This is an optimization exercise on Yosys and OpenROAD, whose aim is small area, a short achievable clock period and few clock cycles per item, not a production implementation.
Where RTL was checked, it was by simulation tests only, not by an equivalence proof against the original.
Power is estimated from default activity; no workload was simulated.

Design emu_cpu, start of the top module:
module emu_cpu (
    input  wire        clk,
    input  wire        rst,
    input  wire        tick,
    input  wire        warm,
    output reg         busy,
    output reg         done,
    output reg         mem_re,
    output reg         mem_we,
    output wire [15:0] mem_addr,
    output wire [7:0]  mem_wdata,
    input  wire [7:0]  mem_rdata,
    output wire [15:0] pc,
    output reg  [7:0]  a,
    output wire [7:0]  p,
    output reg         halted,
    output wire [31:0] total_cycles
);
==> flow/config.mk <==
export PLATFORM = sky130hd
export DESIGN_NAME = emu_cpu
export DESIGN_NICKNAME = emu_cpu
export VERILOG_FILES = /design/flow/design.v
export SDC_FILE = /design/flow/constraint.sdc
export NUM_CORES = 4
export LEC_CHECK = 0
export ABC_AREA = 1
export CAP_MARGIN = 20
export CORE_MARGIN = 2
export CORE_UTILIZATION = 40
export PLACE_DENSITY = 0.6
export SETUP_SLACK_MARGIN = 3.05
export SLEW_MARGIN = 20
==> flow/constraint.sdc <==
create_clock -name core_clock -period 5.0 [get_ports {clk}]
set_input_delay 1.0000 -clock core_clock [delete_from_list [all_inputs] [get_ports {clk}]]
set_output_delay 1.0000 -clock core_clock [all_outputs]
set_load 0.01 [all_outputs]
standard.sh (not shown) runs the stock make flow with config.mk's settings and CLKGATE_MAP_FILE= SYNTH_SCRIPT=/design/flow/synth_recipe.tcl, a recipe that flattens the netlist after the stock synthesis.
==> flow/flow/run.sh <==
#!/bin/bash
# Standard layout, with every port buffered by sky130_fd_sc_hd__buf_1.
set -euo pipefail
bash standard.sh BUFFER_PORTS_ARGS="-buffer_cell sky130_fd_sc_hd__buf_1" finish > standard.log 2>&1
The starting point completed with no timing, DRC or antenna violations.
Testbench counts at the start, summed over its fixed seeds: cycles 128,529, ticks 80.
Change:
- CORE_UTILIZATION: 40 -> 60
- PLACE_DENSITY: 0.6 -> 0.75
- SETUP_SLACK_MARGIN: 3.05 -> 2.9
=> Combinational power is lower by about 5%. Cell area is lower by 5.7%. Core utilization is higher by 21 points. Routed wire length is lower by 3.6%. Via count is higher by 2.3%.
Change:
- CORE_UTILIZATION: 60 -> 40
- CTS_BUF_LIST: not set -> sky130_fd_sc_hd__clkbuf_8
- PLACE_DENSITY: 0.75 -> 0.6
Outcome: The changed run completed without violations; routed wire length rose by 3.3%; design area hardly moves; total power stays flat; synthesized area stays the same; count of clock-buffer cells in the layout fell by 1; core utilization fell by 24 points; maximum frequency rose by 1.2%; register-to-register slack improved by 0.03 ns; global-route usage fell by 7.9 points; sequential share of layout area rose by 0.14 points; sequential power stays flat.
Change:
- CTS_BUF_LIST: sky130_fd_sc_hd__clkbuf_8 -> not set
- SETUP_SLACK_MARGIN: 2.9 -> 3.2
What happened:
- wire length rose by about a fifth
- die area does not change
- total power rose by about a fifth
- worst setup slack gains 0.088 ns
- hold slack gets worse by 0.014 ns

========
build 82:
Another version of the RTL of emu_cpu (not shown whole).
==> flow/config.mk <==
export PLATFORM = sky130hd
export DESIGN_NAME = emu_cpu
export DESIGN_NICKNAME = emu_cpu
export VERILOG_FILES = /design/flow/design.v
export SDC_FILE = /design/flow/constraint.sdc
export NUM_CORES = 4
export LEC_CHECK = 0
export CAP_MARGIN = 20
export CORE_MARGIN = 2
export CORE_UTILIZATION = 40
export PLACE_DENSITY = 0.6
export SLEW_MARGIN = 20
==> flow/constraint.sdc <==
create_clock -name core_clock -period 5.0 [get_ports {clk}]
set_input_delay 1.0000 -clock core_clock [delete_from_list [all_inputs] [get_ports {clk}]]
set_output_delay 1.0000 -clock core_clock [all_outputs]
set_load 0.01 [all_outputs]
Scripts as last shown in full above: flow/flow/run.sh
Testbench counts of build 82, summed over its fixed seeds: cycles 128,529, ticks 80.
Modified inputs, build 91 compared to build 82
- ABC_AREA: unset -> 1
- SETUP_SLACK_MARGIN: unset -> 2.5
Notes after the runs:
Going from build 82 to build 91, vertical extent of the die has increased; synthesized area higher.
Looking at final HPWL from detailed placement across both flows, build 91 is the weaker of the two, with build 82 ahead.
Share of the cycle needed by the critical path after routing is lower on build 91
Count of mapped cells out of synthesis (build 82 / build 91): 0.77
Build 91 vs build 82: sequential power down
Compared with build 82, in build 91 count of vias placed by the detailed router climbed 648; growth of design area from synthesis to finish increased 0.21 points.
Modified inputs, build 84 compared to build 91
- clearing ABC_AREA, which used to be 1
- swapping 2.5 for 3.0 in SETUP_SLACK_MARGIN
==> flow/run.sh (new file) <==
#!/bin/bash
# synth_recipe.tcl (not shown) runs the flow's synth.tcl, then flattens the netlist and writes it again
# the make line also repeats each setting of config.mk as NAME=value (left out here)
make -C /OpenROAD-flow-scripts/flow DESIGN_CONFIG=/design/flow/config.mk WORK_HOME=/design/flow/orfs CLKGATE_MAP_FILE= SYNTH_SCRIPT=/design/flow/synth_recipe.tcl finish
removed: flow/flow/run.sh
removed: flow/standard.sh
--- outcome ---
No stage failed in build 84, and the final checks on the layout all came back clean.
Cmp build 84 and build 91 / non-clock buffer count / higher: build 84
Taking build 91 as the reference point, the delay of the slowest critical-path stage of build 84 rises by 0.05 ns.
Sort build 84 and build 91 by maximum fanout along the worst path asc -> top: build 84
Relative to build 91, register-to-register slack increased by 0.04 ns in build 84.
Worst setup slack deteriorates in build 84 relative to build 91.
Compared to build 91, build 84 has starting density of the core 0.16 points higher.
Compared with build 91, build 84 supports a lower clock frequency.
[inputs] build 14 vs build 84
- SETUP_SLACK_MARGIN: 3.0 -> unset
Findings:
Looking at end point of the critical path, the mem_addr[4] result is from build 84; the mem_addr[6] one comes from build 14.
Share of power burned in the clock network (higher): build 14
Taking build 84 as the reference, in build 14 total wire length saw a decrease; area of all placed cells without fillers went down 20%.
Going from build 84 to build 14, met2 usage in global routing went down by 7.5 points, fmax now sits lower, post-route clock period utilization picked up an extra 6.8 points.
Sort build 14 and build 84 by maximum vdd ir drop desc -> top: build 14
#### Input delta (build 95 over build 14)
==> flow/flow/run.sh (new file) <==
#!/bin/bash
# Standard layout, with every port buffered by sky130_fd_sc_hd__buf_2.
set -euo pipefail
bash standard.sh BUFFER_PORTS_ARGS="-buffer_cell sky130_fd_sc_hd__buf_2" finish > standard.log 2>&1
==> flow/standard.sh (new file) <==
#!/bin/bash
# synth_recipe.tcl (not shown) runs the flow's synth.tcl, then flattens the netlist and writes it again
# the make line also repeats each setting of config.mk as NAME=value (left out here)
make -C /OpenROAD-flow-scripts/flow DESIGN_CONFIG=/design/flow/config.mk WORK_HOME=/design/flow/orfs CLKGATE_MAP_FILE= SYNTH_SCRIPT=/design/flow/synth_recipe.tcl "${@:-finish}"
removed: flow/run.sh
## What came out
- ~same number of placed cells counting well taps in build 95 and build 14
- Compared with build 14, build 95 improves design area.
- Build 95 vs build 14: non-clock buffer count down slightly
- Build 95 falls short of build 14 in via count.
- Max detailed-placement wirelength estimate across build 95 and build 14: build 14

========
emu_cpu, a different RTL version from the one above (not shown whole).
Size: ~550 cells after synthesis, roughly 110 flip-flops, ~5000 um2 of cells after synthesis.
// emu_cpu
module emu_cpu (
    input  wire        clk,
    input  wire        rst,
    input  wire        tick,
    input  wire        warm,
    output reg         busy,
    output reg         done,
    output reg         mem_re,
    output reg         mem_we,
    output wire [15:0] mem_addr,
    output wire [7:0]  mem_wdata,
    input  wire [7:0]  mem_rdata,
    output wire [15:0] pc,
    output reg  [7:0]  a,
    output wire [7:0]  p,
    output reg         halted,
    output wire [31:0] total_cycles
);
==> flow/config.mk <==
export PLATFORM = sky130hd
export DESIGN_NAME = emu_cpu
export DESIGN_NICKNAME = emu_cpu
export VERILOG_FILES = /design/flow/design.v
export SDC_FILE = /design/flow/constraint.sdc
export NUM_CORES = 4
export LEC_CHECK = 0
export ABC_AREA = 1
export CAP_MARGIN = 20
export CORE_MARGIN = 2
export CORE_UTILIZATION = 40
export PLACE_DENSITY = 0.6
export SETUP_SLACK_MARGIN = 2.9
export SLEW_MARGIN = 20
==> flow/constraint.sdc <==
create_clock -name core_clock -period 5.0 [get_ports {clk}]
set_input_delay 1.0000 -clock core_clock [delete_from_list [all_inputs] [get_ports {clk}]]
set_output_delay 1.0000 -clock core_clock [all_outputs]
set_load 0.01 [all_outputs]
==> flow/flow/run.sh <==
#!/bin/bash
# Standard layout, except: every port is buffered by sky130_fd_sc_hd__buf_1;
# synthesis maps adders as plain logic (no Kogge-Stone carry map, no full- or
# half-adder extraction); and ABC's area script (used with ABC_AREA 1) is
# replaced by flow/abc_area.script. Registers are mapped exactly as in the
# standard synthesis (only the combinational mapping differs).
set -euo pipefail
W=$PWD
rm -rf "$W/scripts_mod"
cp -r "$FLOW_HOME/scripts" "$W/scripts_mod"
cp "$W/flow/abc_area.script" "$W/scripts_mod/abc_area.script"
bash standard.sh SCRIPTS_DIR="$W/scripts_mod" ADDER_MAP_FILE= SYNTH_OPERATIONS_ARGS=-nordff \
    BUFFER_PORTS_ARGS="-buffer_cell sky130_fd_sc_hd__buf_1" finish > standard.log 2>&1
==> flow/flow/abc_area.script <==
strash
&get -n
&fraig -x
&put
scorr
dc2
dretime
strash
&get -n
&dch -f
&nf
&put
Rerun with:
==> flow/flow/run.sh (replaced) <==
#!/bin/bash
# Standard layout, with every port buffered by sky130_fd_sc_hd__buf_1.
set -euo pipefail
bash standard.sh BUFFER_PORTS_ARGS="-buffer_cell sky130_fd_sc_hd__buf_1" finish > standard.log 2>&1
removed: flow/flow/abc_area.script
Outcome: The new run finished clean. Maximum frequency is lower by about 33%. Clock-buffer cell count increases by 1. Wire length went up by about 2.7%. Non-clock buffer count went down by 41. Setup slack degrades by 1400 ps. Final area increases by 8.5%. Total power drops by 1.4%. Synthesized cell count went up by about 24%.
No functional check of the RTL was part of any run of this note.

========
emu_cpu with an RTL version that a note above also has.
Size in the first run: roughly 750 cells after synthesis, ~5700 sq um of cells after synthesis.
Settings: LEC_CHECK=0, ABC_AREA=1, CAP_MARGIN=20, CORE_MARGIN=2, CORE_UTILIZATION=40, PLACE_DENSITY=0.8, SETUP_SLACK_MARGIN=3.0, SLEW_MARGIN=20; clock period 5.0 ns.
==> flow/flow/run.sh <==
#!/bin/bash
# Standard layout, with every port buffered by sky130_fd_sc_hd__buf_1.
set -euo pipefail
bash standard.sh BUFFER_PORTS_ARGS="-buffer_cell sky130_fd_sc_hd__buf_1" finish > standard.log 2>&1
Testbench counts at the start, summed over its fixed seeds: cycles 128,529, ticks 80.
==> next run, changes <==
==> flow/flow/run.sh (replaced) <==
#!/bin/bash
# Standard layout, except: every port is buffered by sky130_fd_sc_hd__buf_1;
# synthesis maps adders as plain logic (no Kogge-Stone carry map, no full- or
# half-adder extraction); and ABC's area script (used with ABC_AREA 1) is
# replaced by flow/abc_area.script. Registers are mapped exactly as in the
# standard synthesis (only the combinational mapping differs).
set -euo pipefail
W=$PWD
rm -rf "$W/scripts_mod"
cp -r "$FLOW_HOME/scripts" "$W/scripts_mod"
cp "$W/flow/abc_area.script" "$W/scripts_mod/abc_area.script"
bash standard.sh SCRIPTS_DIR="$W/scripts_mod" ADDER_MAP_FILE= SYNTH_OPERATIONS_ARGS=-nordff \
    BUFFER_PORTS_ARGS="-buffer_cell sky130_fd_sc_hd__buf_1" finish > standard.log 2>&1
==> flow/flow/abc_area.script (new file) <==
strash
&get -n
&fraig -x
&put
scorr
dc2
dretime
strash
&get -n
&dch -f
&nf -D 800
&put
buffer -p
upsize -D 800
dnsize -D 800
stime -p
- PLACE_DENSITY: 0.8 -> 0.6
=>
- The changed run ran to the end with no violations
- non-clock buffer count is higher by 27
- count of clock-buffer cells in the layout is lower by 1
- wire length is lower by a little under a tenth
- worst setup slack loses 0.48 ns
- combinational power is higher by a few percent
- synthesized cell count is lower by a quarter to a third
- via count is lower by about a fifth
- die area is lower by roughly a tenth
- hold slack is about the same
- global-route usage barely changes
- sequential cell count is unchanged
==> next run, changes <==
==> flow/flow/run.sh (replaced) <==
#!/bin/bash
# Standard layout, except: every port is buffered by sky130_fd_sc_hd__buf_1,
# and synthesis maps adders as plain logic (no Kogge-Stone carry map, no
# full- or half-adder extraction). Registers are mapped exactly as in the
# standard synthesis; only the combinational mapping differs.
set -euo pipefail
bash standard.sh ADDER_MAP_FILE= SYNTH_OPERATIONS_ARGS=-nordff \
    BUFFER_PORTS_ARGS="-buffer_cell sky130_fd_sc_hd__buf_1" finish > standard.log 2>&1
- SETUP_SLACK_MARGIN: 3.0 -> 2.9
removed: flow/flow/abc_area.script
The new run finished clean.
Die area came out higher by a few percent.
Utilization came out lower by 3.6 points.
Worst setup slack gains 0.43 ns.
Flip-flop and latch count stays the same.
Via count came out higher by roughly a tenth.
Sequential power came out lower slightly.
Design area came out lower slightly.
Non-clock buffer count came out lower by 30.
==> next run, changes <==
==> flow/flow/run.sh (replaced) <==
#!/bin/bash
# Standard layout, with every port buffered by sky130_fd_sc_hd__buf_1.
set -euo pipefail
bash standard.sh BUFFER_PORTS_ARGS="-buffer_cell sky130_fd_sc_hd__buf_1" finish > standard.log 2>&1
- SETUP_SLACK_MARGIN: 2.9 -> 3.1
Setup slack improved by 0.14 ns.
Routed wire length barely changes.
Non-clock buffer count grows by 37.

-- what the ideal ports hide --
The flow's constraints put no driver on any port. The routed layouts listed below were extracted and timed again, unchanged, in two steps. Step 1 assumes that a clkbuf_16 drives the clock port and a buf_2 every other input. Step 2 moves the port delays by t, midway between the first and last clock arrival at a register: inputs arrive t later, outputs are due t later. That takes back most of the time a late clock gives input paths. a / b / c = ideal ports / drivers / drivers and shift; a / b = the first two.
run | t (ns) | setup WS [ns] | slew at the worst register clock pin (ns) | cell pins on the clock port's net
the first run of note 1 | 0.390 | 3.027 / 2.988 / 2.727 | 0.07 / 0.07 | 1
the second run of note 1 | 0.394 | 2.942 / 2.915 / 2.556 | 0.11 / 0.11 | 1
the third run of note 1 | 0.431 | 2.967 / 2.929 / 2.610 | 0.11 / 0.11 | 1
the fourth run of note 1 | 0.397 | 3.055 / 3.019 / 2.780 | 0.08 / 0.08 | 1
build 82 | 0.392 | 2.344 / 2.319 / 1.970 | 0.07 / 0.07 | 1
build 91 | 0.384 | 2.625 / 2.585 / 2.378 | 0.08 / 0.08 | 1
build 84 | 0.391 | 2.347 / 2.305 / 2.585 | 0.07 / 0.07 | 1
build 14 | 0.393 | 2.006 / 1.964 / 1.830 | 0.07 / 0.07 | 1
build 95 | 0.390 | 2.291 / 2.312 / 1.922 | 0.07 / 0.07 | 1
the first run of note 3 | 0.380 | 2.232 / 2.232 / 2.232 | 0.08 / 0.08 | 1
the second run of note 3 | 0.395 | 0.854 / 0.854 / 0.854 | 0.08 / 0.08 | 1
the first run of note 4 | 0.387 | 3.010 / 2.968 / 2.687 | 0.08 / 0.08 | 1
the second run of note 4 | 0.380 | 2.529 / 2.529 / 2.253 | 0.08 / 0.08 | 1
the third run of note 4 | 0.383 | 2.963 / 2.925 / 2.610 | 0.07 / 0.07 | 1
the fourth run of note 4 | 0.392 | 3.098 / 3.078 / 2.799 | 0.07 / 0.07 | 1
After both steps setup and hold are still met in every run listed. The setup slack of the second run of note 1, which loses most, moves by -0.027 ns with the drivers and by -0.386 ns with both steps.
